Source: an optimization exercise on an open RTL-to-GDS flow (aim: small area, a short achievable clock period and few clock cycles). Production flows keep margins and buffers that such runs may drop. Where RTL was checked, it was by simulation tests only, not by an equivalence proof against the original. Function not checked in runs 1, 2 and 5: the RTL went through the layout flow alone.

## flow/design.v (module list and top-level ports; edited modules follow where they fit)
// module iir_unpack: 34 lines
// module iir_booth: 20 lines
// module iir_tz: 13 lines
// module iir_loop: 105 lines
// module iir_stflags: 19 lines
// module iir_mroundg: 39 lines
// module iir_fmulu: 30 lines
// module iir_mulcs: 931 lines
// module iir_mulcs_r: 931 lines
// module iir_fcore: 70 lines
// module iir_pack: 29 lines
// module iir_faddu: 23 lines
// module iir_line: 354 lines
module iir_line #(
    parameter WORK_WORDS = 64,
    parameter MAX_CHANNELS = 4
) (
    input  wire        clk,
    input  wire        rst,
    input  wire        start,
    input  wire [6:0]  len,         
    input  wire [2:0]  chans,       
    input  wire [31:0] a0a1,
    input  wire [31:0] a2a3,
    input  wire [31:0] b1b2,
    input  wire [31:0] cprev,
    input  wire [31:0] cnext,
    output wire        idle,
    input  wire        in_valid,
    output wire        in_ready,
    input  wire [31:0] in_data,
    output wire        out_valid,
    input  wire        out_ready,
    output wire [31:0] out_data
);
  // ...
==> flow/flow/run.sh <==
#!/bin/bash
set -o pipefail
bash standard.sh SETUP_SLACK_MARGIN=55 finish 2>&1 | tee make_finish.log
==> flow/standard.sh <==
#!/bin/bash
# synth_recipe.tcl (not shown) runs the flow's synth.tcl, then flattens the netlist and writes it again
# the make line also repeats each setting of config.mk as NAME=value (left out here)
make -C /OpenROAD-flow-scripts/flow DESIGN_CONFIG=/design/flow/config.mk WORK_HOME=/design/flow/orfs CLKGATE_MAP_FILE= SYNTH_SCRIPT=/design/flow/synth_recipe.tcl "${@:-finish}"
==> flow/config.mk <==
export PLATFORM = sky130hd
export DESIGN_NAME = iir_line
export DESIGN_NICKNAME = iir_line
export VERILOG_FILES = /design/flow/design.v
export SDC_FILE = /design/flow/constraint.sdc
export NUM_CORES = 8
export LEC_CHECK = 0
export CAP_MARGIN = 20
export CORE_MARGIN = 2
export CORE_UTILIZATION = 55
export PLACE_DENSITY = 0.75
export SLEW_MARGIN = 20
==> flow/constraint.sdc <==
create_clock -name core_clock -period 72.0 [get_ports {clk}]
set_input_delay 14.4000 -clock core_clock [delete_from_list [all_inputs] [get_ports {clk}]]
set_output_delay 14.4000 -clock core_clock [all_outputs]
set_load 0.01 [all_outputs]
==> results.yml, run 1 <==
final_layout:
  buf_share_pct: 3.222
  largest_reg_flops: 2048
  fin_area_um2: 202100
  multi_input_area_share_pct: 50.79
  final_common_cell: "edfxtp_1"
  inverters: 1200
setup_path:
  path_class: "reg2reg"
  critical_path_depth: 55
sta:
  fmax_mhz: 59.85
  finalSetupViolCount: 0
outcome:
  status: "timing/DRC/antenna clean"
min_path:
  hp-start: "s2_pass"
clocking:
  cts_resized: 68
  post-cts-setup-buffer-count: 12
  cts.sink_count: 2555
global_route:
  met2_usage_pct: 63.42
synthesis:
  synth_fa_ha_area_share_pct: 10.07
  yosys_register_bits: 2555
  synth_cells: 17342
  yosysWarnings: 6
  seq_area_frac_synth_pct: 40.72
floorplan:
  io_pins: 242
  taps: 4387
routing:
  met1Wirelength_um: 254300
  route.detailed.drc: 0
placed_design:
  dp.cells: 21250
==> module iir_pack, before the edit <==
module iir_pack (
    input  wire        nan,
    input  wire        inf,
    input  wire        zero,
    input  wire        s,
    input  wire [9:0]  e,
    input  wire [23:0] m,
    input  wire        r,
    output reg  [31:0] w
);
    wire [24:0] mr = {1'b0, m} + {24'd0, r};
    wire [9:0]  e1 = mr[24] ? e + 10'd1 : e;
    wire [23:0] m1 = mr[24] ? 24'h800000 : mr[23:0];
    wire [23:0] ms = m1 >> (5'd1 - e1[4:0]);
    always @* begin
        if (nan)
            w = 32'h7FC00000;
        else if (inf)
            w = {s, 8'hFF, 23'd0};
        else if (zero || ($signed(e1) < -10'sd23))
            w = {s, 31'd0};
        else if (!e1[9] && e1 >= 10'd255)
            w = {s, 8'hFF, 23'd0};
        else if (!e1[9] && e1 != 10'd0)
            w = {s, e1[7:0], m1[22:0]};
        else
            w = {s, 8'd0, ms[22:0]};
    end
endmodule
==> module iir_line, before the edit <==
module iir_line #(
    parameter WORK_WORDS = 64,
    parameter MAX_CHANNELS = 4
) (
    input  wire        clk,
    input  wire        rst,
    input  wire        start,
    input  wire [6:0]  len,         
    input  wire [2:0]  chans,       
    input  wire [31:0] a0a1,
    input  wire [31:0] a2a3,
    input  wire [31:0] b1b2,
    input  wire [31:0] cprev,
    input  wire [31:0] cnext,
    output wire        idle,
    input  wire        in_valid,
    output wire        in_ready,
    input  wire [31:0] in_data,
    output wire        out_valid,
    input  wire        out_ready,
    output wire [31:0] out_data
);
    reg [6:0]  len_r;
    reg [2:0]  chans_r;
    reg [31:0] k_r;
    always @(posedge clk) begin
        len_r   <= len;
        chans_r <= chans;
        k_r     <= b1b2;
    end
    wire        kn_nan_w, kn_inf_w, kn_zero_w, kn_s_w;
    wire [9:0]  kn_e_w;
    wire [23:0] kn_m_w;
    iir_unpack u_kunp (.w(k_r), .nan(kn_nan_w), .inf(kn_inf_w), .zero(kn_zero_w),
                       .s(kn_s_w), .e(kn_e_w), .m(kn_m_w));
    wire [4:0]  kn_tz_w;
    iir_tz u_ktz (.m(kn_m_w), .r(1'b0), .tz(kn_tz_w));
    reg        kn_nan, kn_inf, kn_zero, kn_s;
    reg [9:0]  kn_e;
    reg [23:0] kn_m;
    reg [4:0]  kn_tz;
    always @(posedge clk) begin
        kn_nan <= kn_nan_w; kn_inf <= kn_inf_w; kn_zero <= kn_zero_w;
        kn_s <= kn_s_w; kn_e <= kn_e_w; kn_m <= kn_m_w; kn_tz <= kn_tz_w;
    end
    reg        busy, idle_r, in_ready_r, rdy_n, ov_n;
    reg        in_pass, in_done;
    reg [6:0]  pc;
    reg [2:0]  ch;
    reg [5:0]  addr;
    reg [31:0] x_r;
    reg        x_new, x_pend, x_pass, x_first, x_last;
    reg [1:0]  x_ch;
    reg [5:0]  x_addr;
    reg [31:0] acoef;
    reg        xa_nan, xa_inf, xa_zero, xa_s;
    reg [9:0]  xa_e;
    reg [24:0] xa_m;
    reg        s2_v, s2_seed, s2_pass, s2_last;
    reg [1:0]  s2_ch;
    reg [5:0]  s2_addr;
    reg        s3_v, s3_pass, s3_last;
    reg [1:0]  s3_ch;
    reg [5:0]  s3_addr;
    reg        fu_nan, fu_inf, fu_zero, fu_s;
    reg [9:0]  fu_e;
    reg [23:0] fu_m;
    reg [31:0] o_data, sk_data;
    reg        o_v, o_last, sk_v, sk_last;
    reg [31:0] work [0:WORK_WORDS-1];
    reg [37:0] st0, st1, st2, st3;
    reg        slow1, slow2;      
    assign idle      = idle_r;
    assign in_ready  = in_ready_r;
    assign out_valid = o_v;
    assign out_data  = o_data;
    wire stall    = sk_v;
    wire acc_now  = in_valid & ~rdy_n;
    wire in_first = (pc == 7'd0);
    wire last_ch  = (ch == chans_r - 3'd1);
    wire last_pix = (pc == len_r - 7'd1);
    wire last_word = in_pass & last_ch & last_pix;
    wire op_seed  = x_new & x_first;
    wire op_step  = (x_new & ~x_first) | x_pend;
    wire        a_s, a_nan, a_inf, a_zero, a_r;
    wire [9:0]  a_e;
    wire [23:0] a_m;
    wire [4:0]  a_tz;
    iir_stflags u_af (.st(st0), .s(a_s), .nan(a_nan), .inf(a_inf), .zero(a_zero),
                      .e(a_e), .m(a_m), .r(a_r));
    iir_tz u_atz (.m(a_m), .r(a_r), .tz(a_tz));
    wire        xu_nan, xu_inf, xu_zero, xu_s, cu_nan, cu_inf, cu_zero, cu_s;
    wire [9:0]  xu_e, cu_e;
    wire [23:0] xu_m, cu_m;
    wire [4:0]  xu_tz, cu_tz;
    iir_unpack u_xunp (.w(x_r), .nan(xu_nan), .inf(xu_inf), .zero(xu_zero),
                       .s(xu_s), .e(xu_e), .m(xu_m));
    iir_unpack u_cunp (.w(acoef), .nan(cu_nan), .inf(cu_inf), .zero(cu_zero),
                       .s(cu_s), .e(cu_e), .m(cu_m));
    iir_tz u_xtz (.m(xu_m), .r(1'b0), .tz(xu_tz));
    iir_tz u_ctz (.m(cu_m), .r(1'b0), .tz(cu_tz));
    wire        xa_nan_w, xa_inf_w, xa_zero_w, xa_s_w;
    wire [9:0]  xa_e_w;
    wire [24:0] xa_m_w;
    iir_fmulu u_mula (
        .a_nan (slow1 ? a_nan  : xu_nan),  .a_inf(slow1 ? a_inf : xu_inf),
        .a_zero(slow1 ? a_zero : xu_zero), .a_s  (slow1 ? a_s   : xu_s),
        .a_e   (slow1 ? a_e    : xu_e),    .a_m  (slow1 ? a_m   : xu_m),
        .a_r   (slow1 & a_r),              .a_tz (slow1 ? a_tz  : xu_tz),
        .c_nan (slow1 ? kn_nan  : cu_nan), .c_inf(slow1 ? kn_inf : cu_inf),
        .c_zero(slow1 ? kn_zero : cu_zero),.c_s  (slow1 ? kn_s   : cu_s),
        .c_e   (slow1 ? kn_e    : cu_e),   .c_m  (slow1 ? kn_m   : cu_m),
        .c_tz  (slow1 ? kn_tz   : cu_tz),
        .nan(xa_nan_w), .inf(xa_inf_w), .zero(xa_zero_w), .s(xa_s_w), .e(xa_e_w), .m(xa_m_w));
    wire        k_nan  = ~slow2 & kn_nan;
    wire        k_inf  = ~slow2 & kn_inf;
    wire        k_zero = ~slow2 & kn_zero;
    wire        k_s    = ~slow2 & kn_s;
    wire [9:0]  k_e    = slow2 ? 10'd127 : kn_e;
    wire [23:0] k_m    = s2_seed ? 24'd0 : slow2 ? 24'h800000 : kn_m;
    wire [4:0]  k_tz   = slow2 ? 5'd23 : kn_tz;
    wire [9:0]  e0     = a_e + k_e - 10'd127;
    wire [5:0]  tzp    = {1'b0, a_tz} + {1'b0, k_tz};
    wire        p_nan  = ~s2_seed & (a_nan | k_nan | (a_inf & k_zero) | (a_zero & k_inf));
    wire        p_inf  = ~s2_seed & ~p_nan & (a_inf | k_inf);
    wire        p_zero = s2_seed | (~p_nan & ~p_inf & (a_zero | k_zero));
    wire        p_s    = ~s2_seed & (a_s ^ k_s);
    wire [12:0] b_one, b_two, b_neg;
    iir_booth u_bob (.b(a_m), .cin(a_r), .one(b_one), .two(b_two), .neg(b_neg));
    wire [47:0] b_ps, b_pc;
    iir_mulcs_r u_mub (.a(k_m), .one(b_one), .two(b_two), .neg(b_neg), .ps(b_ps), .pc(b_pc));
    wire        n_s, n_nan, n_inf, n_r;
    wire [9:0]  n_e;
    wire [23:0] n_m;
    iir_loop u_rec (
        .ps(b_ps), .pc(b_pc), .e0(e0), .tzp(tzp),
        .p_s(p_s), .p_nan(p_nan), .p_inf(p_inf), .p_zero(p_zero),
        .x_s(xa_s), .x_nan(xa_nan), .x_inf(xa_inf), .x_zero(xa_zero), .x_e(xa_e), .x_m(xa_m),
        .n_s(n_s), .n_nan(n_nan), .n_inf(n_inf), .n_e(n_e), .n_m(n_m), .n_r(n_r));
    wire [37:0] n_st = {n_s, n_nan, n_inf, n_r, n_e, n_m};
    wire [37:0] q_st = {xa_s_w, 3'b000, xa_m_w[24] ? xa_e_w + 10'd1 : xa_e_w,
                        xa_m_w[24] ? 24'h800000 : xa_m_w[23:0]};
    wire        s2_done = ~stall & ~slow1;
    wire        b1_s, b1_nan, b1_inf, b1_zero, b1_r;
    wire [9:0]  b1_e;
    wire [23:0] b1_m;
    iir_stflags u_bf (.st(st1), .s(b1_s), .nan(b1_nan), .inf(b1_inf), .zero(b1_zero),
                      .e(b1_e), .m(b1_m), .r(b1_r));
    wire [10:0] kb     = {kn_e[9], kn_e} - 11'd127;
    wire        k_fin  = ~kn_nan & ~kn_inf & ~kn_zero;
    wire [9:0]  ex_lo  = (xa_zero | xa_nan | xa_inf) ? e0 :
                         (p_zero | p_nan | p_inf) ? xa_e :
                         ($signed(xa_e) > $signed(e0)) ? xa_e : e0;
    wire        nres_fin = ~(xa_zero & p_zero) & ~xa_nan & ~xa_inf & ~p_nan & ~p_inf;
    wire        tiny_n = nres_fin & ($signed({ex_lo[9], ex_lo} - 11'd25 + kb) < 11'sd1);
    wire        tiny_1 = ~b1_nan & ~b1_inf & ~b1_zero & ($signed({b1_e[9], b1_e} + kb) < 11'sd1);
    wire        tiny_0 = ~a_nan & ~a_inf & ~a_zero & ($signed({a_e[9], a_e} + kb) < 11'sd1);
    wire        c_one  = (chans_r == 3'd1);
    wire        tiny_next = ~k_fin ? 1'b0 :
                            (s2_v & (s2_seed | c_one)) ? tiny_n :
                            s2_v ? tiny_1 : tiny_0;
    wire        slow1_n = ~slow1 & op_step & tiny_next;
    wire [37:0] st_last = (chans_r == 3'd1) ? st0 : (chans_r == 3'd2) ? st1 :
                          (chans_r == 3'd3) ? st2 : st3;
    wire        b_nan, b_inf, b_zero, b_s, b_r;
    wire [9:0]  b_e;
    wire [23:0] b_m;
    iir_stflags u_sf (.st(st_last), .s(b_s), .nan(b_nan), .inf(b_inf), .zero(b_zero),
                      .e(b_e), .m(b_m), .r(b_r));
    wire        fw_nan, fw_inf, fw_zero, fw_s;
    wire [9:0]  fw_e;
    wire [23:0] fw_m;
    iir_unpack u_funp (.w(work[s2_addr]), .nan(fw_nan), .inf(fw_inf), .zero(fw_zero),
                       .s(fw_s), .e(fw_e), .m(fw_m));
    wire [24:0] b_m25 = {1'b0, b_m} + {24'd0, b_r};
    wire        y_nan, y_inf, y_zero, y_s, y_r;
    wire [9:0]  y_e;
    wire [23:0] y_m;
    iir_faddu u_sum (
        .xnan(fu_nan), .xinf(fu_inf), .xzero(fu_zero), .xs(fu_s), .xe(fu_e), .xm({1'b0, fu_m}),
        .ynan(b_nan), .yinf(b_inf), .yzero(b_zero), .ys0(b_s),
        .ye(b_zero ? 10'h200 : b_e), .ym(b_zero ? 25'd0 : b_m25),
        .sub(1'b0),
        .nan(y_nan), .inf(y_inf), .zero(y_zero), .s(y_s), .e(y_e), .m(y_m), .r(y_r));
    wire [31:0] y_w, b_w;
    iir_pack u_pack (
        .nan (s3_pass ? y_nan  : b_nan),  .inf(s3_pass ? y_inf : b_inf),
        .zero(s3_pass ? y_zero : b_zero), .s  (s3_pass ? y_s   : b_s),
        .e   (s3_pass ? y_e    : b_e),    .m  (s3_pass ? y_m   : b_m),
        .r   (s3_pass ? y_r    : b_r),    .w  (y_w));
    assign b_w = y_w;
    wire y_v    = ~stall & s3_v & s3_pass;
    wire o_free = ov_n | out_ready;
    reg busy_n, done_n, sk_v_n, seed_n, o_v_n;
    always @* begin
        busy_n = busy;
        if (!busy && start) busy_n = 1'b1;
        if (!ov_n && out_ready && o_last) busy_n = 1'b0;
        done_n = in_done;
        if (!busy && start) done_n = 1'b0;
        else if (acc_now && last_word) done_n = 1'b1;
        o_v_n = ~ov_n & ~out_ready;
        if (sk_v) begin
            if (o_free) o_v_n = 1'b1;
        end else if (y_v && o_free) begin
            o_v_n = 1'b1;
        end
        sk_v_n = sk_v;
        if (sk_v) begin
            if (o_free) sk_v_n = 1'b0;
        end else if (y_v && !o_free) sk_v_n = 1'b1;
        seed_n = (stall | slow1) ? op_seed : (acc_now & in_first);
    end
    always @(posedge clk) begin
        if (rst) begin
            busy       <= 1'b0;
            idle_r     <= 1'b1;
            in_ready_r <= 1'b0;
            rdy_n      <= 1'b1;
            ov_n       <= 1'b1;
            x_new      <= 1'b0;
            x_pend     <= 1'b0;
            s2_v       <= 1'b0;
            s3_v       <= 1'b0;
            slow1      <= 1'b0;
            slow2      <= 1'b0;
            o_v        <= 1'b0;
            sk_v       <= 1'b0;
        end else begin
            busy       <= busy_n;
            idle_r     <= ~busy_n;
            in_ready_r <= busy_n & ~done_n & ~sk_v_n & ~seed_n & ~(stall ? slow1 : slow1_n);
            rdy_n      <= ~(busy_n & ~done_n & ~sk_v_n & ~seed_n & ~(stall ? slow1 : slow1_n));
            o_v        <= o_v_n;
            ov_n       <= ~o_v_n;
            sk_v       <= sk_v_n;
            if (!stall) begin
                slow1 <= slow1_n;
                slow2 <= slow1;
                s3_v  <= ~slow1 & s2_v & ~s2_seed;
                if (!slow1) begin
                    x_new  <= acc_now;
                    x_pend <= op_seed;
                    s2_v   <= op_seed | op_step;
                end
            end
        end
    end
    reg        pass_t;
    reg [6:0]  pc_t;
    reg [2:0]  ch_t;
    reg [5:0]  addr_t;
    always @* begin
        pass_t = in_pass;
        pc_t   = pc;
        ch_t   = ch + 3'd1;
        addr_t = addr + 6'd1;
        if (last_ch) begin
            ch_t = 3'd0;
            pc_t = pc + 7'd1;
            if (!in_pass) begin
                if (last_pix) begin
                    pass_t = 1'b1;
                    pc_t   = 7'd0;
                    addr_t = addr + 6'd1 - {3'd0, chans_r};
                end
            end else begin
                addr_t = addr + 6'd1 - {2'd0, chans_r, 1'b0};
            end
        end
    end
    always @(posedge clk) begin
        if (!busy && start) begin
            in_pass <= 1'b0;
            pc      <= 7'd0;
            ch      <= 3'd0;
            addr    <= 6'd0;
        end else if (acc_now) begin
            in_pass <= pass_t;
            pc      <= pc_t;
            ch      <= ch_t;
            addr    <= addr_t;
        end
        if (!rst) in_done <= done_n;
    end
    always @(posedge clk) begin
        if (!rdy_n) begin
            x_r     <= in_data;
            x_pass  <= in_pass;
            x_first <= in_first;
            x_last  <= in_pass & last_ch & last_pix;
            x_ch    <= ch[1:0];
            x_addr  <= addr;
        end
        if (stall || slow1)
            acoef <= op_seed ? (x_pass ? cnext : cprev) : (x_pass ? a2a3 : a0a1);
        else if (op_seed)
            acoef <= x_pass ? a2a3 : a0a1;
        else if (in_first)
            acoef <= in_pass ? cnext : cprev;
        else
            acoef <= in_pass ? a2a3 : a0a1;
        if (s2_done) begin
            xa_nan  <= xa_nan_w;
            xa_inf  <= xa_inf_w;
            xa_zero <= xa_zero_w;
            xa_s    <= xa_s_w;
            xa_e    <= xa_e_w;
            xa_m    <= xa_m_w;
            s2_seed <= op_seed;
            s2_pass <= x_pass;
            s2_last <= x_last;
            s2_ch   <= x_ch;
            s2_addr <= x_addr;
            if (s2_v) begin
                if (s2_seed) begin
                    st0 <= n_st;
                end else begin
                    st0 <= (chans_r == 3'd1) ? n_st : st1;
                    st1 <= (chans_r == 3'd2) ? n_st : st2;
                    st2 <= (chans_r == 3'd3) ? n_st : st3;
                    st3 <= n_st;
                end
            end
            s3_pass <= s2_pass;
            s3_last <= s2_last;
            s3_addr <= s2_addr;
            fu_nan  <= fw_nan;
            fu_inf  <= fw_inf;
            fu_zero <= fw_zero;
            fu_s    <= fw_s;
            fu_e    <= fw_e;
            fu_m    <= fw_m;
        end else if (!stall) begin
            st0 <= q_st;                
        end
        if (!stall && s3_v && !s3_pass)
            work[s3_addr] <= b_w;
        if (sk_v) begin
            if (o_free) begin
                o_data <= sk_data;
                o_last <= sk_last;
            end
        end else if (y_v) begin
            if (o_free) begin
                o_data <= y_w;
                o_last <= s3_last;
            end else begin
                sk_data <= y_w;
                sk_last <= s3_last;
            end
        end
    end
endmodule
==> inputs of run 2 (changes only) <==
--- a/flow/design.v
+++ b/flow/design.v
@@ -2202,6 +2202,6 @@
 );
-    wire [24:0] mr = {1'b0, m} + {24'd0, r};
-    wire [9:0]  e1 = mr[24] ? e + 10'd1 : e;
-    wire [23:0] m1 = mr[24] ? 24'h800000 : mr[23:0];
-    wire [23:0] ms = m1 >> (5'd1 - e1[4:0]);
+    wire [30:0] wn = {e[7:0], m[22:0]} + {30'd0, r};
+    wire [23:0] ms = m >> (5'd1 - e[4:0]);
+    wire        big = ~e[9] & (e >= 10'd255);
+    wire        nrm = ~e[9] & (e != 10'd0);
     always @* begin
@@ -2209,10 +2209,8 @@
             w = 32'h7FC00000;
-        else if (inf)
+        else if (inf || (~zero && big))
             w = {s, 8'hFF, 23'd0};
-        else if (zero || ($signed(e1) < -10'sd23))
+        else if (zero || ($signed(e) < -10'sd23))
             w = {s, 31'd0};
-        else if (!e1[9] && e1 >= 10'd255)
-            w = {s, 8'hFF, 23'd0};
-        else if (!e1[9] && e1 != 10'd0)
-            w = {s, e1[7:0], m1[22:0]};
+        else if (nrm)
+            w = {s, wn};
         else
@@ -2274,17 +2272,12 @@
     end
-    wire        kn_nan_w, kn_inf_w, kn_zero_w, kn_s_w;
-    wire [9:0]  kn_e_w;
-    wire [23:0] kn_m_w;
-    iir_unpack u_kunp (.w(k_r), .nan(kn_nan_w), .inf(kn_inf_w), .zero(kn_zero_w),
-                       .s(kn_s_w), .e(kn_e_w), .m(kn_m_w));
-    wire [4:0]  kn_tz_w;
-    iir_tz u_ktz (.m(kn_m_w), .r(1'b0), .tz(kn_tz_w));
-    reg        kn_nan, kn_inf, kn_zero, kn_s;
-    reg [9:0]  kn_e;
-    reg [23:0] kn_m;
-    reg [4:0]  kn_tz;
-    always @(posedge clk) begin
-        kn_nan <= kn_nan_w; kn_inf <= kn_inf_w; kn_zero <= kn_zero_w;
-        kn_s <= kn_s_w; kn_e <= kn_e_w; kn_m <= kn_m_w; kn_tz <= kn_tz_w;
-    end
+    wire [7:0]  kf      = k_r[30:23];
+    wire        kn_sub  = (kf == 8'd0) & (k_r[22:0] != 23'd0);
+    wire        kn_nan  = (kf == 8'hFF) & (k_r[22:0] != 23'd0);
+    wire        kn_inf  = (kf == 8'hFF) & (k_r[22:0] == 23'd0);
+    wire        kn_zero = (kf == 8'd0) & (k_r[22:0] == 23'd0);
+    wire        kn_s    = k_r[31];
+    wire [9:0]  kn_e    = {2'b00, kf};
+    wire [23:0] kn_m    = {kf != 8'd0, k_r[22:0]};
+    wire [4:0]  kn_tz;
+    iir_tz u_ktz (.m(kn_m), .r(1'b0), .tz(kn_tz));
     reg        busy, idle_r, in_ready_r, rdy_n, ov_n;
@@ -2341,3 +2334,3 @@
                        .s(xu_s), .e(xu_e), .m(xu_m));
-    iir_unpack u_cunp (.w(acoef), .nan(cu_nan), .inf(cu_inf), .zero(cu_zero),
+    iir_unpack u_cunp (.w(slow1 ? k_r : acoef), .nan(cu_nan), .inf(cu_inf), .zero(cu_zero),
                        .s(cu_s), .e(cu_e), .m(cu_m));
@@ -2353,6 +2346,4 @@
         .a_r   (slow1 & a_r),              .a_tz (slow1 ? a_tz  : xu_tz),
-        .c_nan (slow1 ? kn_nan  : cu_nan), .c_inf(slow1 ? kn_inf : cu_inf),
-        .c_zero(slow1 ? kn_zero : cu_zero),.c_s  (slow1 ? kn_s   : cu_s),
-        .c_e   (slow1 ? kn_e    : cu_e),   .c_m  (slow1 ? kn_m   : cu_m),
-        .c_tz  (slow1 ? kn_tz   : cu_tz),
+        .c_nan (cu_nan), .c_inf(cu_inf), .c_zero(cu_zero), .c_s(cu_s),
+        .c_e   (cu_e),   .c_m  (cu_m),   .c_tz  (cu_tz),
         .nan(xa_nan_w), .inf(xa_inf_w), .zero(xa_zero_w), .s(xa_s_w), .e(xa_e_w), .m(xa_m_w));
@@ -2384,5 +2375,9 @@
     wire [37:0] n_st = {n_s, n_nan, n_inf, n_r, n_e, n_m};
-    wire [37:0] q_st = {xa_s_w, 3'b000, xa_m_w[24] ? xa_e_w + 10'd1 : xa_e_w,
+    wire [37:0] q_st = {xa_s_w, xa_nan_w, xa_inf_w, 1'b0, xa_m_w[24] ? xa_e_w + 10'd1 : xa_e_w,
                         xa_m_w[24] ? 24'h800000 : xa_m_w[23:0]};
+    wire        st0_n  = ~slow1 & (s2_seed | c_one);
+    wire        st0_r  = ~slow1 & ~(s2_seed | c_one);
+    wire [37:0] st0_d  = ({38{st0_n}} & n_st) | ({38{st0_r}} & st1) | ({38{slow1}} & q_st);
     wire        s2_done = ~stall & ~slow1;
+    wire        c_one  = (chans_r == 3'd1);
     wire        b1_s, b1_nan, b1_inf, b1_zero, b1_r;
@@ -2401,4 +2396,3 @@
     wire        tiny_0 = ~a_nan & ~a_inf & ~a_zero & ($signed({a_e[9], a_e} + kb) < 11'sd1);
-    wire        c_one  = (chans_r == 3'd1);
-    wire        tiny_next = ~k_fin ? 1'b0 :
+    wire        tiny_next = kn_sub ? 1'b1 : ~k_fin ? 1'b0 :
                             (s2_v & (s2_seed | c_one)) ? tiny_n :
@@ -2416,3 +2410,11 @@
     wire [23:0] fw_m;
-    iir_unpack u_funp (.w(work[s2_addr]), .nan(fw_nan), .inf(fw_inf), .zero(fw_zero),
+    wire [63:0] rd_oh = 64'd1 << s2_addr;
+    reg  [31:0] rd_w;
+    integer k;
+    always @* begin
+        rd_w = 32'd0;
+        for (k = 0; k < WORK_WORDS; k = k + 1)
+            rd_w = rd_w | (work[k] & {32{rd_oh[k]}});
+    end
+    iir_unpack u_funp (.w(rd_w), .nan(fw_nan), .inf(fw_inf), .zero(fw_zero),
                        .s(fw_s), .e(fw_e), .m(fw_m));
@@ -2437,2 +2439,7 @@
     wire o_free = ov_n | out_ready;
+    wire s1hold = stall | slow1;
+    wire rdy_a  = busy & ~in_done & ~(stall ? slow1 : slow1_n) & ~(s1hold & op_seed);
+    wire rdy_b  = ~rdy_n & (last_word | (in_first & ~s1hold));
+    wire rdy_c  = (sk_v | y_v) & ~ov_n;
+    wire rdy_nx = busy ? (rdy_a & ~(in_valid & rdy_b) & ~(~out_ready & rdy_c)) : start;
     reg busy_n, done_n, sk_v_n, seed_n, o_v_n;
@@ -2475,4 +2482,4 @@
             idle_r     <= ~busy_n;
-            in_ready_r <= busy_n & ~done_n & ~sk_v_n & ~seed_n & ~(stall ? slow1 : slow1_n);
-            rdy_n      <= ~(busy_n & ~done_n & ~sk_v_n & ~seed_n & ~(stall ? slow1 : slow1_n));
+            in_ready_r <= rdy_nx;
+            rdy_n      <= ~rdy_nx;
             o_v        <= o_v_n;
@@ -2559,6 +2566,4 @@
             if (s2_v) begin
-                if (s2_seed) begin
-                    st0 <= n_st;
-                end else begin
-                    st0 <= (chans_r == 3'd1) ? n_st : st1;
+                st0 <= st0_d;
+                if (!s2_seed) begin
                     st1 <= (chans_r == 3'd2) ? n_st : st2;
@@ -2578,3 +2583,3 @@
         end else if (!stall) begin
-            st0 <= q_st;                
+            st0 <= st0_d;               
         end
==> flow/flow/run.sh (replaced) <==
#!/bin/bash
set -o pipefail
bash standard.sh SETUP_SLACK_MARGIN=56 finish 2>&1 | tee make_finish.log
==> results.yml, run 2 <==
clocking:
  insertion_delay_ns: 0.95
  cts.sink_count: 2506
  clkSlewWorstSetupHoldPaths_ns: 0.07
  cts_tree: "done"
  numCtsBuffers: 231
  clockRootBuffer: "clkbuf_16"
  cts-htree-levels: 4
  clockBufferDepth: 4
synthesis:
  synthArstFlopShare_pct: 0
  synth.distinct_cells: 152
  seq_area_frac_synth_pct: 41.14
  synth_cells: 18183
  synthTopCellsByArea: "edfxtp_1 40%, a22oi_1 6.5%, fa_1 5.9%, ha_1 4.3%, xnor2_1 3.7%"
  yosysWarnings: 6
  syn_nets: 19548
  synth_flop_cell: "edfxtp_1"
  yosys-top-cells-count: "2,402 x edfxtp_1, 1,566 x a22oi_1, 1,546 x nand2_1, 1,221 x nor2_1, 1,130 x inv_1"
  yosysTopAreaCellShare_pct: 39.99
  synth-edff-count: 2402
  syn_area_um2: 180400
  syn_avg_cell_area_um2: 9.920
  yosys_register_bits: 2506
  synth_top_cell_by_area: "edfxtp_1"
  yosysMostFrequentCell: "edfxtp_1"
floorplan:
  die_area_um2: 332600
  die_x_um: 576.7
  core-area_um2: 326900
  num_rows: 210
  io_pins: 242
  die_h_um: 576.7
  start_util_pct: 55.19
sta:
  rsz0062_at_grt: "false"
  finalSetupViolCount: 0
  fin_setup_tns_ns: 0
  slew_headroom_pct: 12.05
  fin_hold_ws_ns: 0.4014
  hold_viol_final: 0
  clock_skew_ns: 0.1154
  fmax_mhz: 62.65
  post-route-min-period_ns: 15.96
  tightest_slew_ns: 1.307
  slew_viol_final: 0
  fin_crit_sh_pct: 22.17
routing:
  antenna_left: 0
  drt_iter0_drc: 29010
  route.detailed.drc: 0
  drt_pre_antenna_iters: 9
  num_vias: 163228
  viasPerCell: 7.208
  drt-total-wl_um: 745100
  wire_per_inst_um: 32.91
min_path:
  hold_depth: 0
  hp-start: "x_addr[3]"
  min_path_type: "reg2reg"
setup_path:
  critical_path_depth: 1
  endpoint_kind: "output port"
  reg2regPathDepth: 44
  cp-start-kind: "flip-flop"
  critPathMaxFanout: 1
  arrival_ns: 1.56
  cp_top_family: "flip-flops"
  path_class: "reg2out"
  critPathMaxStageDelay_ns: 0.43
  cp-startpoint: "o_data[2]"
  path_cells: "clkdlybuf4s15_1"
  crit_slowest_cell: "edfxtp_1"
  worstPathRequired_ns: 57.60
  worstReg2RegStart: "slow1"
  cp_num_buf_inv: 1
global_route:
  grt_max_degree: 86
  antenna_found_initial: 53
  grt_pass1_vias: 150722
  grt_pass1_wl_um: 1061000
  grt_use_total_pct: 43.26
  grt.overflow.total: 0
job:
  drv_cap: 0
final_layout:
  final_common_cell: "edfxtp_1"
  area_growth_syn_to_layout_pct: 10.29
  final_layout_size_suffix_gt1_share_pct: 10.68
  top_register: "work"
  largest_reg_flops: 2048
  final_nets: 19451
  final_cell_mix: "2,402 x edfxtp_1, 1,566 x a22oi_1, 1,533 x nand2_1"
placed_design:
  hpwl_um: 505400
  place.gp.congestion: 1.070
  io_buffers: 241
outcome:
  status: "timing/DRC/antenna clean"
==> run 2: cell types whose count changed after synthesis, sizes merged, moves of 39 or more <==
cell and delta:
nor4 +51, and3 +44, o21ai -90, a22oi +967
nor2 +67, dfxtp -49, nand4 +128, a21o +49
buf +95, nor3 +72, mux4 -681, mux2i -39
inv -39
==> run 2: timing repair <==
action | CTS | global route
endpoints found under the hold margin | 0 | 0
endpoints found under the setup margin | 2242 | 2252
gates cloned | 2 | 8
hold buffers | 0 | 0
resized for setup | 140 | 231
setup buffers | 15 | 71
pin swaps | 7 | 24
==> run 2: cell type report <==
cell class,instances,area (um^2)
fillers,26863,127900
multi-input cells,13310,99700
flip-flops and latches,2506,74220
repair buffers,879,7481
clock buffers,278,6056
well taps,4346,5438
inverters,1156,4379
clock inverters,142,1589
diodes,25,62.56
repair inverters,2,10.01
==> run 2: worst paths after layout <==
kind	to	slack (ns)
setup / recovery	out_data[2]	56.04
hold / removal	s2_addr[3]	0.40
setup reg to reg	st0[0]	56.35
hold reg to reg	s2_addr[3]	0.40
==> run 2: metrics by stage <==
step	setup WS, ns	util [%]	std cells	cell area (um^2)
finish	56.04	60.86	22644	198900
global route	55.99	60.85	22627	198900
CTS	55.89	60.33	22539	197200
detailed placement	54.09	57.85	22102	189100
global placement	54.18	57.85	22102	189100
floorplan	56.17	-	18183	180400
==> run 2: cells by family after synthesis <==
| logic type | count (synthesis) | synth area share, % |
|---|---|---|
| AOI/OAI and AO/OA | 5408 | 20.92 |
| xor gates and xnor gates | 985 | 4.831 |
| adders and majority gates | 1166 | 10.30 |
| buffers and inverters | 2373 | 5.147 |
| DFF | 2506 | 41.14 |
| muxes | 571 | 3.526 |
| and+or+nand+nor | 5174 | 14.13 |
==> run 2: metal layers <==
layer	global-route usage (%)	vias up	wire [um]	share of wire [%]
met4	23.22	32	49690	6.7
met2	63.21	13867	311700	42
li1	-	68037	-	-
met5	0.08608	-	247	0.033
met3	13.81	2860	113800	15
met1	57.22	78432	269700	36
==> module iir_loop, before the edit <==
module iir_loop (
    input  wire [47:0] ps,
    input  wire [47:0] pc,
    input  wire [9:0]  e0,         
    input  wire [5:0]  tzp,        
    input  wire        p_s,
    input  wire        p_nan,
    input  wire        p_inf,
    input  wire        p_zero,
    input  wire        x_s, x_nan, x_inf, x_zero,
    input  wire [9:0]  x_e,
    input  wire [24:0] x_m,
    output wire        n_s,
    output wire        n_nan,
    output wire        n_inf,
    output wire [9:0]  n_e,
    output wire [23:0] n_m,
    output wire        n_r
);
    wire [22:0] lo   = {1'b0, ps[21:0]} + {1'b0, pc[21:0]};
    wire        c22  = lo[22];
    wire [2:0]  t0   = {1'b0, ps[23:22]} + {1'b0, pc[23:22]} + {2'd0, c22};
    wire [3:0]  t1   = {1'b0, t0} + 4'd1;
    wire [23:0] ha   = ps[47:24];
    wire [23:0] hb   = pc[47:24];
    wire [23:0] h0   = ha + hb;
    wire [23:0] h1   = ha + hb + 24'd1;
    wire [23:0] k2x  = ha ^ hb ^ 24'd2;                           
    wire [23:0] k2c  = (ha & hb) | (ha & 24'd2) | (hb & 24'd2);   
    wire [23:0] h2   = k2x + {k2c[22:0], 1'b0};
    wire [23:0] s0h  = t0[2] ? h1 : h0;                     
    wire [23:0] s1h  = t1[3] ? h2 : t1[2] ? h1 : h0;         
    wire        top  = s0h[23];
    wire        tie0 = (tzp == 6'd22);
    wire        tie1 = (tzp == 6'd23);
    wire [24:0] y    = top ? {s1h[23:1], s1h[0] & ~tie1, 1'b0}
                           : {1'b0, s0h[22:0], t0[1] & ~tie0};
    wire [9:0]  e0p1 = e0 + 10'd1;
    wire        povf = ~p_zero & ~e0[9] & (top ? (e0p1 >= 10'd255) : (e0 >= 10'd255));
    wire        ys   = ~p_s;                  
    wire [9:0]  ye   = p_zero ? 10'h200 : e0;
    wire [10:0] d    = {x_e[9], x_e} - {ye[9], ye};
    wire [10:0] nd   = {ye[9], ye} - {x_e[9], x_e};
    wire        xb   = ~d[10];                                
    wire [10:0] ad   = xb ? d : nd;
    wire [4:0]  fsh  = (ad > 11'd28) ? 5'd29 : ad[4:0];
    wire        esub = x_s ^ ys;
    wire        dm1  = (d == 11'h7FF);
    wire        d0   = (d == 11'd0);
    wire        d1   = (d == 11'd1);
    wire        d2   = (d == 11'd2);
    wire        near = esub & (dm1 | d0 | d1 | d2);
    wire [9:0]  eb   = xb ? x_e : ye;
    wire [24:0] bm  = xb ? x_m : y;
    wire [24:0] sm  = xb ? y : x_m;
    wire [27:0] sf0 = {sm, 3'b000};
    wire [27:0] sfs = sf0 >> fsh;
    wire [27:0] lostm = ~(28'hFFFFFFF << fsh);
    wire        fst = |(sf0 & lostm);
    wire [27:0] sfa = sfs | {27'd0, fst};
    wire [28:0] bf  = {1'b0, bm, 3'b000};
    wire [28:0] fr  = esub ? (bf - {1'b0, sfa}) : (bf + {1'b0, sfa});
    reg  [23:0] fm;
    reg         fg, fs;
    reg  [9:0]  fe;
    always @* begin
        if (fr[28]) begin
            fm = fr[28:5]; fg = fr[4]; fs = |fr[3:0]; fe = eb + 10'd2;
        end else if (fr[27]) begin
            fm = fr[27:4]; fg = fr[3]; fs = |fr[2:0]; fe = eb + 10'd1;
        end else if (fr[26]) begin
            fm = fr[26:3]; fg = fr[2]; fs = |fr[1:0]; fe = eb;
        end else begin
            fm = fr[25:2]; fg = fr[1]; fs = fr[0];    fe = eb - 10'd1;
        end
    end
    wire [27:0] yn = {2'b00, y, 1'b0};
    wire [27:0] xn = dm1 ? {3'b000, x_m} : d0 ? {2'b00, x_m, 1'b0} :
                     d1  ? {1'b0, x_m, 2'b00} : {x_m, 3'b000};
    wire [28:0] n1 = {1'b0, xn} - {1'b0, yn};
    wire [28:0] n2 = {1'b0, yn} - {1'b0, xn};
    wire        nsw = n1[28];
    wire [27:0] nr  = nsw ? n2[27:0] : n1[27:0];
    reg  [4:0]  nlz;
    integer i;
    always @* begin
        nlz = 5'd0;
        for (i = 0; i < 28; i = i + 1)
            if (nr[i]) nlz = 5'd27 - i[4:0];
    end
    wire [27:0] nn  = nr << nlz;
    wire [9:0]  ne  = e0 + 10'd3 - {5'd0, nlz};
    wire        nzero = (nr == 28'd0);
    assign n_m = near ? nn[27:4] : fm;
    wire   g   = near ? nn[3] : fg;
    wire   st  = near ? (|nn[2:0]) : fs;
    assign n_r = g & (st | n_m[0]);
    assign n_e = near ? ne : fe;
    wire pinf = p_inf | povf;
    assign n_nan = x_nan | p_nan | (x_inf & pinf & ~(x_s ^ p_s));
    assign n_inf = ~n_nan & (x_inf | pinf);
    wire   bz    = x_zero & p_zero;
    assign n_s   = x_inf ? x_s : pinf ? ys : bz ? (x_s & ys) :
                   near ? (~nzero & (nsw ? ys : x_s)) : (xb ? x_s : ys);
endmodule
==> module iir_mroundg, before the edit <==
module iir_mroundg (
    input  wire [47:0] ps,
    input  wire [47:0] pc,
    input  wire [9:0]  e0,
    input  wire [5:0]  tzp,        
    input  wire        zero_in,
    output wire [9:0]  e,
    output wire [24:0] m,
    output wire        ovf,
    output wire        uflow
);
    wire [47:0] p    = ps + pc;
    wire        top  = p[47];
    wire        sub  = e0[9] | (e0 == 10'd0);
    wire [9:0]  lsub = 10'd24 - e0;
    wire [5:0]  ls   = (~lsub[9] & (lsub > 10'd48)) ? 6'd49 : lsub[5:0];
    wire [5:0]  lA   = sub ? ls : 6'd23;
    wire [5:0]  lB   = sub ? ls : 6'd24;
    wire [49:0] ohA  = 50'd1 << lA;
    wire [49:0] ohB  = 50'd1 << lB;
    wire        stA  = ({1'b0, tzp} < ({1'b0, lA} - 7'd1));
    wire        stB  = ({1'b0, tzp} < ({1'b0, lB} - 7'd1));
    wire [49:0] oh   = top ? ohB : ohA;
    wire [48:0] mask = oh[48:0] - 49'd1;
    wire        st   = top ? stB : stA;
    wire [48:0] px   = {1'b0, p};
    wire        g    = |(px & oh[49:1]);
    wire        l    = |(px & oh[48:0]);
    wire        inc  = g & (st | l);
    wire [48:0] ru   = (px | mask) + 49'd1;
    wire [48:0] rd   = px & ~mask;
    wire [48:0] r    = inc ? ru : rd;
    wire        rtop = r[48] | r[47];
    wire [9:0]  e0p1 = e0 + 10'd1;
    assign m     = zero_in ? 25'd0 : rtop ? r[48:24] : {1'b0, r[46:23]};
    assign e     = zero_in ? 10'h200 : rtop ? e0p1 : e0;
    assign uflow = ~zero_in & sub & (r == 49'd0);
    assign ovf   = ~zero_in & ~sub & (rtop ? (~e0p1[9] & (e0p1 >= 10'd255)) : (e0 >= 10'd255));
endmodule
==> module iir_fcore, before the edit <==
module iir_fcore (
    input  wire        xs,
    input  wire [9:0]  xe,
    input  wire [24:0] xm,
    input  wire        ys,
    input  wire [9:0]  ye,
    input  wire [24:0] ym,
    output wire        s,
    output wire [9:0]  e,
    output wire [23:0] m,
    output wire        r,
    output wire        zero
);
    wire [10:0] d     = {xe[9], xe} - {ye[9], ye};
    wire        xbig  = ~d[10];                      
    wire [10:0] dn    = -d;
    wire [10:0] ad    = xbig ? d : dn;
    wire        esub  = xs ^ ys;
    wire        close = (d == 11'd0) | (d == 11'd1) | (d == 11'h7FF);
    wire        near  = esub & close;
    wire [9:0]  eb    = xbig ? xe : ye;
    wire [24:0] bm = xbig ? xm : ym;
    wire [24:0] sm = xbig ? ym : xm;
    wire [4:0]  fsh = (ad > 11'd27) ? 5'd28 : ad[4:0];
    wire [27:0] sf0 = {sm, 3'b000};
    wire [27:0] sfs = sf0 >> fsh;
    wire [27:0] lostm = ~(28'hFFFFFFF << fsh);
    wire        fst = |(sf0 & lostm);
    wire [27:0] sfa = sfs | {27'd0, fst};
    wire [28:0] bf  = {1'b0, bm, 3'b000};
    wire [28:0] fr  = esub ? (bf - {1'b0, sfa}) : (bf + {1'b0, sfa});
    reg  [23:0] fm;
    reg         fg, fs;
    reg  [9:0]  fe;
    always @* begin
        if (fr[28]) begin
            fm = fr[28:5]; fg = fr[4]; fs = |fr[3:0]; fe = eb + 10'd2;
        end else if (fr[27]) begin
            fm = fr[27:4]; fg = fr[3]; fs = |fr[2:0]; fe = eb + 10'd1;
        end else if (fr[26]) begin
            fm = fr[26:3]; fg = fr[2]; fs = |fr[1:0]; fe = eb;
        end else begin
            fm = fr[25:2]; fg = fr[1]; fs = fr[0];    fe = eb - 10'd1;
        end
    end
    wire fzero = (fr == 29'd0);
    wire [25:0] xn = (d == 11'h7FF) ? {1'b0, xm} : {xm, 1'b0};
    wire [25:0] yn = (d == 11'd1)   ? {1'b0, ym} : {ym, 1'b0};
    wire [26:0] n1 = {1'b0, xn} - {1'b0, yn};
    wire [26:0] n2 = {1'b0, yn} - {1'b0, xn};
    wire        nsw = n1[26];
    wire [25:0] nr  = nsw ? n2[25:0] : n1[25:0];
    reg  [4:0]  nlz;
    integer i;
    always @* begin
        nlz = 5'd0;
        for (i = 0; i < 26; i = i + 1)
            if (nr[i]) nlz = 5'd25 - i[4:0];
    end
    wire [25:0] nn  = nr << nlz;
    wire [9:0]  ne  = eb + 10'd1 - {5'd0, nlz};
    wire        nzero = (nr == 26'd0);
    assign m    = near ? nn[25:2] : fm;
    wire   g    = near ? nn[1] : fg;
    wire   st   = near ? nn[0] : fs;
    assign r    = g & (st | m[0]);
    assign e    = near ? ne : fe;
    assign zero = near ? nzero : fzero;
    assign s    = near ? (nsw ? ys : xs) : (xbig ? xs : ys);
endmodule
==> inputs of run 3 (changes only) <==
--- a/flow/design.v
+++ b/flow/design.v
@@ -124,3 +124,9 @@
     wire [27:0] sfs = sf0 >> fsh;
-    wire [27:0] lostm = ~(28'hFFFFFFF << fsh);
+    wire [27:0] lostm;              
+    genvar k;
+    generate
+        for (k = 0; k < 28; k = k + 1) begin : g_lost
+            assign lostm[k] = (k < fsh);
+        end
+    endgenerate
     wire        fst = |(sf0 & lostm);
@@ -209,4 +215,15 @@
     wire [5:0]  lB   = sub ? ls : 6'd24;
-    wire [49:0] ohA  = 50'd1 << lA;
-    wire [49:0] ohB  = 50'd1 << lB;
+    wire [49:0] ohA, ohB;           
+    wire [48:0] mkA, mkB;           
+    genvar k;
+    generate
+        for (k = 0; k < 50; k = k + 1) begin : g_oh
+            assign ohA[k] = (lA == k);
+            assign ohB[k] = (lB == k);
+        end
+        for (k = 0; k < 49; k = k + 1) begin : g_mk
+            assign mkA[k] = (k < lA);
+            assign mkB[k] = (k < lB);
+        end
+    endgenerate
     wire        stA  = ({1'b0, tzp} < ({1'b0, lA} - 7'd1));
@@ -214,3 +231,3 @@
     wire [49:0] oh   = top ? ohB : ohA;
-    wire [48:0] mask = oh[48:0] - 49'd1;
+    wire [48:0] mask = top ? mkB : mkA;
     wire        st   = top ? stB : stA;
@@ -2148,3 +2165,9 @@
     wire [27:0] sfs = sf0 >> fsh;
-    wire [27:0] lostm = ~(28'hFFFFFFF << fsh);
+    wire [27:0] lostm;              
+    genvar k;
+    generate
+        for (k = 0; k < 28; k = k + 1) begin : g_lost
+            assign lostm[k] = (k < fsh);
+        end
+    endgenerate
     wire        fst = |(sf0 & lostm);
--- a/flow/config.mk
+++ b/flow/config.mk
@@ -7,2 +7,3 @@
 export LEC_CHECK = 0
+export ABC_AREA = 1
 export CAP_MARGIN = 20
==> results.yml, run 3 <==
routing:
  antenna_left: 0
  drt-total-wl_um: 771300
  route.detailed.drc: 0
  drt_pre_antenna_iters: 7
  num_vias: 165529
  wire_per_inst_um: 30.77
  drt_iter0_drc: 28007
  viasPerCell: 6.604
sta:
  rsz0062_at_grt: "true"
  fmax_mhz: 62.10
  slew_headroom_pct: 12.45
  slew_viol_final: 0
  fin_crit_sh_pct: 22.36
  hold_viol_final: 0
  fin_setup_tns_ns: 0
  tightest_slew_ns: 1.305
  finalSetupViolCount: 0
  clock_skew_ns: 0.2254
  post-route-min-period_ns: 16.10
  fin_hold_ws_ns: 0.2160
floorplan:
  io_pins: 242
  core-area_um2: 315500
  die_area_um2: 322100
  start_util_pct: 55.37
  die_x_um: 567.6
  die_h_um: 567.6
  num_rows: 206
synthesis:
  synth_fa_ha_area_share_pct: 10.66
  synth_cells: 20478
  synth_xor_area_share_pct: 5.029
  yosys_register_bits: 2506
  syn_area_um2: 174700
  synthMuxAreaShare_pct: 0.09240
  yosys.area_share.simple_pct: 21.37
  seq_area_frac_synth_pct: 42.49
  yosysMostFrequentCell: "nand2_1"
  synth_compound_area_share_pct: 12.96
  yosys-top-cells-count: "4,913 x nand2_1, 2,402 x edfxtp_1, 2,289 x inv_1, 1,533 x nor2_1, 1,402 x nand3_1"
  syn_nets: 21849
  synth_flop_cell: "edfxtp_1"
  syn_avg_cell_area_um2: 8.530
  synthTopCellsByArea: "edfxtp_1 41%, nand2_1 11%, fa_1 6.1%, inv_1 4.9%, ha_1 4.5%"
  synth_top_family_by_area: "simple AND/OR/NAND/NOR gates"
  synth_top_cell_by_area: "edfxtp_1"
  yosysWarnings: 6
  synth-edff-count: 2402
  synthArstFlopShare_pct: 0
  yosysTopAreaCellShare_pct: 41.29
  synth.distinct_cells: 94
clocking:
  numCtsBuffers: 245
  cts_tree: "done"
  clockBufferDepth: 4
  cts-htree-levels: 4
  ctsHoldBuffers: 0
  clkSlewWorstSetupHoldPaths_ns: 0.07
  cts.sink_count: 2506
  clockRootBuffer: "clkbuf_16"
  insertion_delay_ns: 1.08
global_route:
  grt_pass1_wl_um: 1080000
  grt_use_total_pct: 46.27
  grt.overflow.total: 0
  grt_pass1_vias: 152198
  antenna_found_initial: 49
  grt_max_degree: 77
setup_path:
  cp_num_buf_inv: 1
  worstReg2RegStart: "x_r[2]"
  cp-startpoint: "o_data[23]"
  crit_slowest_cell: "edfxtp_1"
  endpoint_kind: "output port"
  path_class: "reg2out"
  r2r_slack_ns: 56.70
  cp_top_family: "flip-flops"
  critPathMaxStageDelay_ns: 0.48
  path_cells: "buf_2"
  critPathMaxFanout: 1
  worstPathRequired_ns: 57.60
  arrival_ns: 1.70
  cp-start-kind: "flip-flop"
final_layout:
  largest_reg_flops: 2048
  final_cells: 25065
  final_nets: 22012
  top_register: "work"
  final_layout_size_suffix_gt1_share_pct: 7.731
  area_growth_syn_to_layout_pct: 10.65
  final_cell_mix: "4,894 x nand2_1, 2,402 x edfxtp_1, 2,266 x inv_1"
  final_common_cell: "nand2_1"
outcome:
  status: "timing/DRC/antenna clean"
job:
  drv_cap: 0
placed_design:
  dp.cells: 24447
  hpwl_um: 536000
  io_buffers: 241
  place.gp.congestion: 1.067
min_path:
  min_path_type: "reg2reg"
  hp-start: "x_addr[5]"
-- run 3: repair_timing --
action	in CTS	in global routing
endpoints found under the setup margin	158	2293
gates resized for setup	171	232
cloned	2	15
hold endpoints to repair	0	0
pin swaps	0	21
buffers inserted	8	77
-- run 3: per-layer routing --
metal	part of all wire [%]	track usage, %	vias up
met1	35	59.61	77787
met3	16	16.30	3192
met5	0.053	0.1041	-
li1	-	-	70391
met2	41	66.35	14133
met4	8.0	28.97	26
-- run 3: kinds of logic (layout without fill, tap and decap cells) --
family,after synthesis,in the layout
xor gates and xnor gates,996,996
adders and majority gates,1168,1168
DFF,2506,2506
and+or+nand+nor,8797,8802
other,0,53
muxes,16,16
buffers and inverters,3336,3705
AOI/OAI and AO/OA,3659,3659
-- run 3: layout make-up --
type,count,area (um^2)
flip-flops and latches,2506,74220
fillers,27216,122200
multi-input cells,14641,89650
repair inverters,7,42.54
inverters,2425,9233
clock buffers,325,6534
clock inverters,133,1191
well taps,4160,5205
diodes,53,132.6
repair buffers,815,7053
-- run 3: metrics by stage --
step | cell area (um^2) | util (%) | worst slack [ns]
floorplan | 174700 | - | 56.05
global placement | 183600 | 58.18 | 55.06
detailed placement | 183600 | 58.19 | 55.06
CTS | 191300 | 60.64 | 55.90
global route | 193200 | 61.23 | 55.91
finish | 193300 | 61.26 | 55.90
-- run 3: final timing paths --
path / cells after the start / end
setup / recovery: 1 / out_data[23]
hold / removal: 0 / s2_addr[5]
setup reg to reg: 75 / st0[32]
hold reg to reg: 0 / s2_addr[5]
Testbench counts of run 3, summed over its fixed seeds: cycles 16,008.
==> inputs of run 4 (changes only) <==
--- a/flow/config.mk
+++ b/flow/config.mk
@@ -7,3 +7,2 @@
 export LEC_CHECK = 0
-export ABC_AREA = 1
 export CAP_MARGIN = 20
==> results.yml, run 4 <==
clocking:
  cts.sink_count: 2506
  cts-htree-levels: 5
  ctsHoldBuffers: 0
  clockRootBuffer: "clkbuf_16"
  cts_tree: "done"
  numCtsBuffers: 263
  insertion_delay_ns: 1.01
  clockBufferDepth: 4
  clkSlewWorstSetupHoldPaths_ns: 0.07
synthesis:
  syn_area_um2: 178200
  synth_cells: 17854
  syn_avg_cell_area_um2: 9.982
  seq_area_frac_synth_pct: 41.64
  yosys-top-cells-count: "2,402 x edfxtp_1, 1,554 x nand2_1, 1,244 x nor2_1, 1,083 x inv_1, 940 x clkbuf_1"
  synthMuxAreaShare_pct: 3.540
  synth.distinct_cells: 128
  yosysMostFrequentCell: "edfxtp_1"
  synth-edff-count: 2402
  synth_fa_ha_area_share_pct: 10.47
  synth_top_cell_by_area: "edfxtp_1"
  yosysTopAreaCellShare_pct: 40.47
  synthTopCellsByArea: "edfxtp_1 40%, fa_1 6.0%, ha_1 4.4%, xnor2_1 3.5%, a22oi_1 3.4%"
  synth_top_family_by_area: "compound AO/OA/AOI/OAI gates"
  synth_xor_area_share_pct: 4.711
  yosysWarnings: 6
  syn_nets: 19225
  yosys_register_bits: 2506
  synth_compound_area_share_pct: 21.29
  yosys.area_share.simple_pct: 13.36
  synthArstFlopShare_pct: 0
  synth_flop_cell: "edfxtp_1"
final_layout:
  final_layout_size_suffix_gt1_share_pct: 11.03
  final_nets: 19229
  final_cells: 22430
  top_register: "work"
  final_common_cell: "edfxtp_1"
  fillers: 26264
  area_growth_syn_to_layout_pct: 11.68
  final_cell_mix: "2,402 x edfxtp_1, 1,538 x nand2_1, 1,088 x nor2_1"
  largest_reg_flops: 2048
routing:
  wl_met2_um: 319500
  wire_per_inst_um: 36.16
  route.detailed.drc: 0
  antenna_left: 0
  viasPerCell: 7.454
  wl_met3_um: 142700
  num_vias: 167197
  drt-total-wl_um: 811000
  met1Wirelength_um: 277300
  maxUsedRoutingLayer: "met5"
  drt_pre_antenna_iters: 11
  drt_iter0_drc: 32839
sta:
  slew_viol_final: 0
  slew_headroom_pct: 12.19
  hold_viol_final: 0
  rsz0062_at_grt: "true"
  post-route-min-period_ns: 16.25
  fin_crit_sh_pct: 22.57
  tightest_slew_ns: 1.314
  fmax_mhz: 61.55
  fin_setup_tns_ns: 0
  finalSetupViolCount: 0
  clock_skew_ns: 0.1297
setup_path:
  critPathMaxStageDelay_ns: 0.64
  arrival_ns: 1.85
  cp_top_family: "flip-flops"
  crit_slowest_cell: "edfxtp_1"
  path_class: "reg2out"
  cp-start-kind: "flip-flop"
  critPathMaxFanout: 1
  cp_num_buf_inv: 1
  worstPathRequired_ns: 57.60
  endpoint_kind: "output port"
  path_cells: "buf_2"
placed_design:
  hpwl_um: 541700
  io_buffers: 241
  place.gp.congestion: 1.062
  dp.cells: 21767
floorplan:
  num_rows: 209
  start_util_pct: 55.14
  io_pins: 242
  core-area_um2: 323200
  die_area_um2: 328600
  die_h_um: 573.2
  die_x_um: 573.2
global_route:
  grt.overflow.total: 0
  grt_use_total_pct: 47.19
  grt_max_degree: 99
  antenna_found_initial: 40
  grt_pass1_vias: 151124
  grt_pass1_wl_um: 1123000
outcome:
  status: "timing/DRC/antenna clean"
min_path:
  min_path_type: "reg2reg"
job:
  drv_cap: 0
run 4: cell count changes after synthesis, sizes merged, moves of 213 or more:
cell / delta
a21o: +215
mux2i: +418
nor2: -327
a22oi: +737
o22ai: -493
clkbuf: +324
o21ai: -309
a22o: +213
nand3: -1032
inv: -1284
a221oi: +318
xor2: -652
nand2: -3413
xnor2: +605
run 4: layout make-up:
| cell class | count | area (um^2) | share of cell area [%] |
|---|---|---|---|
| tap | 4325 | 5411 | 2.719 |
| clock buffer | 315 | 6945 | 3.490 |
| timing repair inverter | 4 | 22.52 | 0.01132 |
| sequential | 2506 | 74220 | 37.29 |
| antenna | 47 | 117.6 | 0.05910 |
| timing repair buffer | 921 | 7956 | 3.998 |
| clock inverter | 150 | 1640 | 0.8242 |
| multi-input combinational | 13054 | 98480 | 49.48 |
| inverter | 1108 | 4222 | 2.121 |
run 4: logic make-up after synthesis:
kind of cell               after synthesis
muxes                                  571
DFF                                   2506
xor gates and xnor gates               952
buffers and inverters                 2315
and+or+nand+nor                       4972
AOI/OAI and AO/OA                     5367
adders and majority gates             1171
run 4: metal layers:
metal  vias to the layer above  global-route usage (%)
met5                         -                   1.858
met4                        32                   30.29
met3                      4044                   19.69
met2                     16291                   65.25
met1                     79606                   60.45
li1                      67224                       -
run 4: repair_timing:
item,CTS,global route
endpoints found under the hold margin,0,0
pin swaps,9,29
setup buffers,33,83
gates resized for setup,254,302
endpoints found under the setup margin,2310,2305
cloned,10,18
run 4: worst register-to-register path, delay by kind of cell (launching register included):
| family | cells | cell delay, ns |
|---|---|---|
| fa+ha+maj | 12 | 4.66 |
| mux | 3 | 0.84 |
| buf+inv | 8 | 1.65 |
| simple gates | 14 | 2.48 |
| flops | 1 | 0.62 |
| compound gates | 22 | 4.98 |
| xor+xnor | 1 | 0.23 |
run 4: final timing paths:
kind,cells past startpoint,slack (ns),start,endpoint
hold / removal,0,0.42,x_addr[2],s2_addr[2]
hold reg to reg,0,0.42,x_addr[2],s2_addr[2]
setup reg to reg,60,56.33,st0[10],st0[33]
setup / recovery,1,55.75,o_data[5],out_data[5]
run 4: stage by stage:
stage          hold slack (ns)  area (um^2)  util [%]  setup WS (ns)
6_report                0.4162       199000     61.58          55.75
5_1_grt                 0.4348       198900     61.55          55.83
4_1_cts                 0.4206       196800     60.88          55.81
3_5_place_dp            0.4066       187400     57.98          53.70
3_3_place_gp            0.4034       187200     57.91          53.07
2_1_floorplan           0.4003       178200         -          55.78
==> inputs of run 5 (changes only) <==
--- a/flow/design.v
+++ b/flow/design.v
@@ -2546,3 +2546,3 @@
     always @(posedge clk) begin
-        if (!busy && start) begin
+        if (rst) begin
             in_pass <= 1'b0;
@@ -2552,6 +2552,6 @@
         end else if (acc_now) begin
-            in_pass <= pass_t;
-            pc      <= pc_t;
-            ch      <= ch_t;
-            addr    <= addr_t;
+            in_pass <= pass_t & ~last_word;
+            pc      <= last_word ? 7'd0 : pc_t;
+            ch      <= last_word ? 3'd0 : ch_t;
+            addr    <= last_word ? 6'd0 : addr_t;
         end
@@ -2596,5 +2596,2 @@
             end
-            s3_pass <= s2_pass;
-            s3_last <= s2_last;
-            s3_addr <= s2_addr;
             fu_nan  <= fw_nan;
@@ -2605,2 +2602,5 @@
             fu_m    <= fw_m;
+            s3_pass <= s2_pass;
+            s3_last <= s2_last;
+            s3_addr <= s2_addr;
         end else if (!stall) begin
==> flow/flow/run.sh (replaced) <==
#!/bin/bash
set -o pipefail
bash standard.sh SETUP_SLACK_MARGIN=56 "BUFFER_PORTS_ARGS=-buffer_cell sky130_fd_sc_hd__buf_2" finish 2>&1 | tee make_finish.log
--- a/flow/config.mk
+++ b/flow/config.mk
@@ -10,2 +10,3 @@
 export CORE_UTILIZATION = 55
+export CTS_BUF_LIST = sky130_fd_sc_hd__clkbuf_8
 export PLACE_DENSITY = 0.75
==> results.yml, run 5 <==
outcome:
  status: "timing/DRC/antenna clean"
routing:
  viasPerCell: 7.295
  drt_iter0_drc: 31003
  antenna_left: 0
  num_vias: 168135
  wire_per_inst_um: 34.99
  drt-total-wl_um: 806300
  drt_pre_antenna_iters: 11
  route.detailed.drc: 0
synthesis:
  syn_nets: 19609
  synth-edff-count: 2402
  yosysTopAreaCellShare_pct: 40.34
  yosys_register_bits: 2506
  seq_area_frac_synth_pct: 41.50
  synth_flop_cell: "edfxtp_1"
  synth.distinct_cells: 133
  synthTopCellsByArea: "edfxtp_1 40%, a22oi_1 6.9%, fa_1 6.0%, ha_1 4.4%, nand2_1 3.9%"
  synth_cells: 18238
  yosys-top-cells-count: "2,402 x edfxtp_1, 1,878 x nand2_1, 1,639 x a22oi_1, 1,270 x nor2_1, 1,050 x inv_1"
  yosysMostFrequentCell: "edfxtp_1"
  syn_avg_cell_area_um2: 9.805
  synthArstFlopShare_pct: 0
  yosysWarnings: 6
  syn_area_um2: 178800
  synth_top_cell_by_area: "edfxtp_1"
clocking:
  cts-htree-levels: 5
  clockRootBuffer: "clkbuf_8"
  insertion_delay_ns: 1.11
  clkSlewWorstSetupHoldPaths_ns: 0.07
  cts.sink_count: 2506
  numCtsBuffers: 370
  clockBufferDepth: 4
  cts_tree: "done"
global_route:
  antenna_found_initial: 50
  grt_pass1_wl_um: 1128000
  grt_pass1_vias: 154426
  grt_max_degree: 99
  grt.overflow.total: 0
  grt_use_total_pct: 47.03
sta:
  post-route-min-period_ns: 16.07
  clock_skew_ns: 0.2035
  fmax_mhz: 62.21
  rsz0062_at_grt: "true"
  tightest_slew_ns: 1.267
  slew_viol_final: 0
  fin_crit_sh_pct: 22.33
  finalSetupViolCount: 0
  fin_hold_ws_ns: 0.3695
  hold_viol_final: 0
  fin_setup_tns_ns: 0
  slew_headroom_pct: 14.78
floorplan:
  core-area_um2: 323700
  die_x_um: 574.2
  io_pins: 242
  num_rows: 209
  die_h_um: 574.2
  start_util_pct: 55.24
  die_area_um2: 329700
final_layout:
  ff_latch_area_um2: 74220
  final_nets: 19749
  final_cell_mix: "2,402 x edfxtp_1, 1,859 x nand2_1, 1,637 x a22oi_1"
  largest_reg_flops: 2048
  area_growth_syn_to_layout_pct: 10.44
  fin_area_um2: 197500
  final_core_util_pct: 61.00
  fillers: 27036
  multi_input_area_um2: 99280
  final_common_cell: "edfxtp_1"
  final_layout_size_suffix_gt1_share_pct: 12.73
  top_register: "work"
setup_path:
  critPathMaxFanout: 1
  path_class: "reg2out"
  arrival_ns: 1.67
  worstPathRequired_ns: 57.60
  cp_top_family: "flip-flops"
  endpoint_kind: "output port"
  crit_slowest_cell: "edfxtp_1"
  cp_num_buf_inv: 1
  critPathMaxStageDelay_ns: 0.49
  path_cells: "buf_2"
  r2r_slack_ns: 56.08
  cp-start-kind: "flip-flop"
placed_design:
  hpwl_um: 538500
  io_buffers: 241
  place_area_um2: 186600
  place.gp.congestion: 1.059
job:
  drv_cap: 0
min_path:
  min_path_type: "reg2reg"
## run 5: cell count changes after synthesis, moves of 69 or more
cell,previous run,this run
a221oi_1,470,70
a22o_1,446,41
a22oi_1,811,1639
nand2_1,1554,1878
nor3_1,341,448
xnor2_1,717,786
## run 5: worst paths after layout
check,end,from,depth (start not counted)
worst max-delay path,out_data[11],o_data[11],1
worst min-delay path,s3_last,s2_last,0
worst max register to register,st0[14],slow1,43
worst min register to register,s3_last,s2_last,0
## run 5: metal layers
metal | track usage [%] | wire length [um] | vias to the layer above
met5 | 0.2869 | 602 | -
met4 | 27.77 | 61630 | 41
met3 | 17.46 | 129400 | 3644
met2 | 66.70 | 328000 | 15562
met1 | 61.32 | 286700 | 80392
li1 | - | - | 68496
## run 5: kinds of logic (layout without fill, tap and decap cells)
family / count (synthesis) / count (layout) / share of synthesized area [%]
and+or+nand+nor: 5423 / 5431 / 14.33
DFF: 2506 / 2506 / 41.50
xor gates and xnor gates: 966 / 966 / 4.754
muxes: 557 / 557 / 3.493
adders and majority gates: 1172 / 1172 / 10.44
buffers and inverters: 2287 / 2700 / 4.924
AOI/OAI and AO/OA: 5327 / 5330 / 20.56
other: 0 / 61 / 0
## run 5: stage by stage
stage               cells  setup WS [ns]
global placement    22157          53.40
global route        23000          55.89
CTS                 22867          55.87
detailed placement  22160          53.32
finish              23048          55.93
floorplan           18238          55.27
## run 5: area by class of cell
type	instances	area share, %
antenna	61	0.07730
clock buffer	374	2.607
clock inverter	282	0.9136
inverter	1080	2.089
multi-input combinational	13456	50.27
sequential	2506	37.59
tap	4325	2.740
timing repair buffer	963	3.710
timing repair inverter	1	0.002534
## run 5: repair_timing
action                                  CTS  global route
gates cloned                              7             8
endpoints found under the hold margin     0             0
hold buffers                              0             0
pin swaps                                16            59
setup endpoints to repair              2213          2238
gates resized for setup                 162           371
setup buffers                            44           107

==> afterwards: timing with drivers on the ports <==
How much do the figures lean on ideal ports? The routed layouts below were timed once more, with nothing changed but the port constraints.
Step 1 assumes that a clkbuf_16 drives the clock port and a buf_2 every other input.
Step 2 also shifts input and output timing later by t, the mid clock arrival at the registers, as if the neighbouring blocks saw the same clock.
a / b / c = ideal ports / drivers / drivers and shift; a / b = the first two.
| run | t (ns) | setup slack, ns | worst setup path at the end | worst register clock-pin slew, ns | pins driven straight from the clock port |
|---|---|---|---|---|---|
| run 1 | 1.045 | 55.292 / 55.292 / 54.621 | input to register | 0.12 / 0.12 | 1 |
| run 2 | 0.993 | 56.039 / 55.937 / 55.218 | input to register | 0.08 / 0.08 | 1 |
| run 3 | 1.095 | 55.898 / 55.775 / 55.124 | input to register | 0.07 / 0.07 | 1 |
| run 4 | 1.050 | 55.753 / 55.639 / 55.090 | input to register | 0.08 / 0.08 | 1 |
| run 5 | 1.125 | 55.926 / 55.809 / 55.440 | input to register | 0.08 / 0.08 | 1 |
After both steps every run listed still meets setup and hold. The setup slack of run 2, which loses most, moves by -0.102 ns with the drivers and by -0.821 ns with both steps.
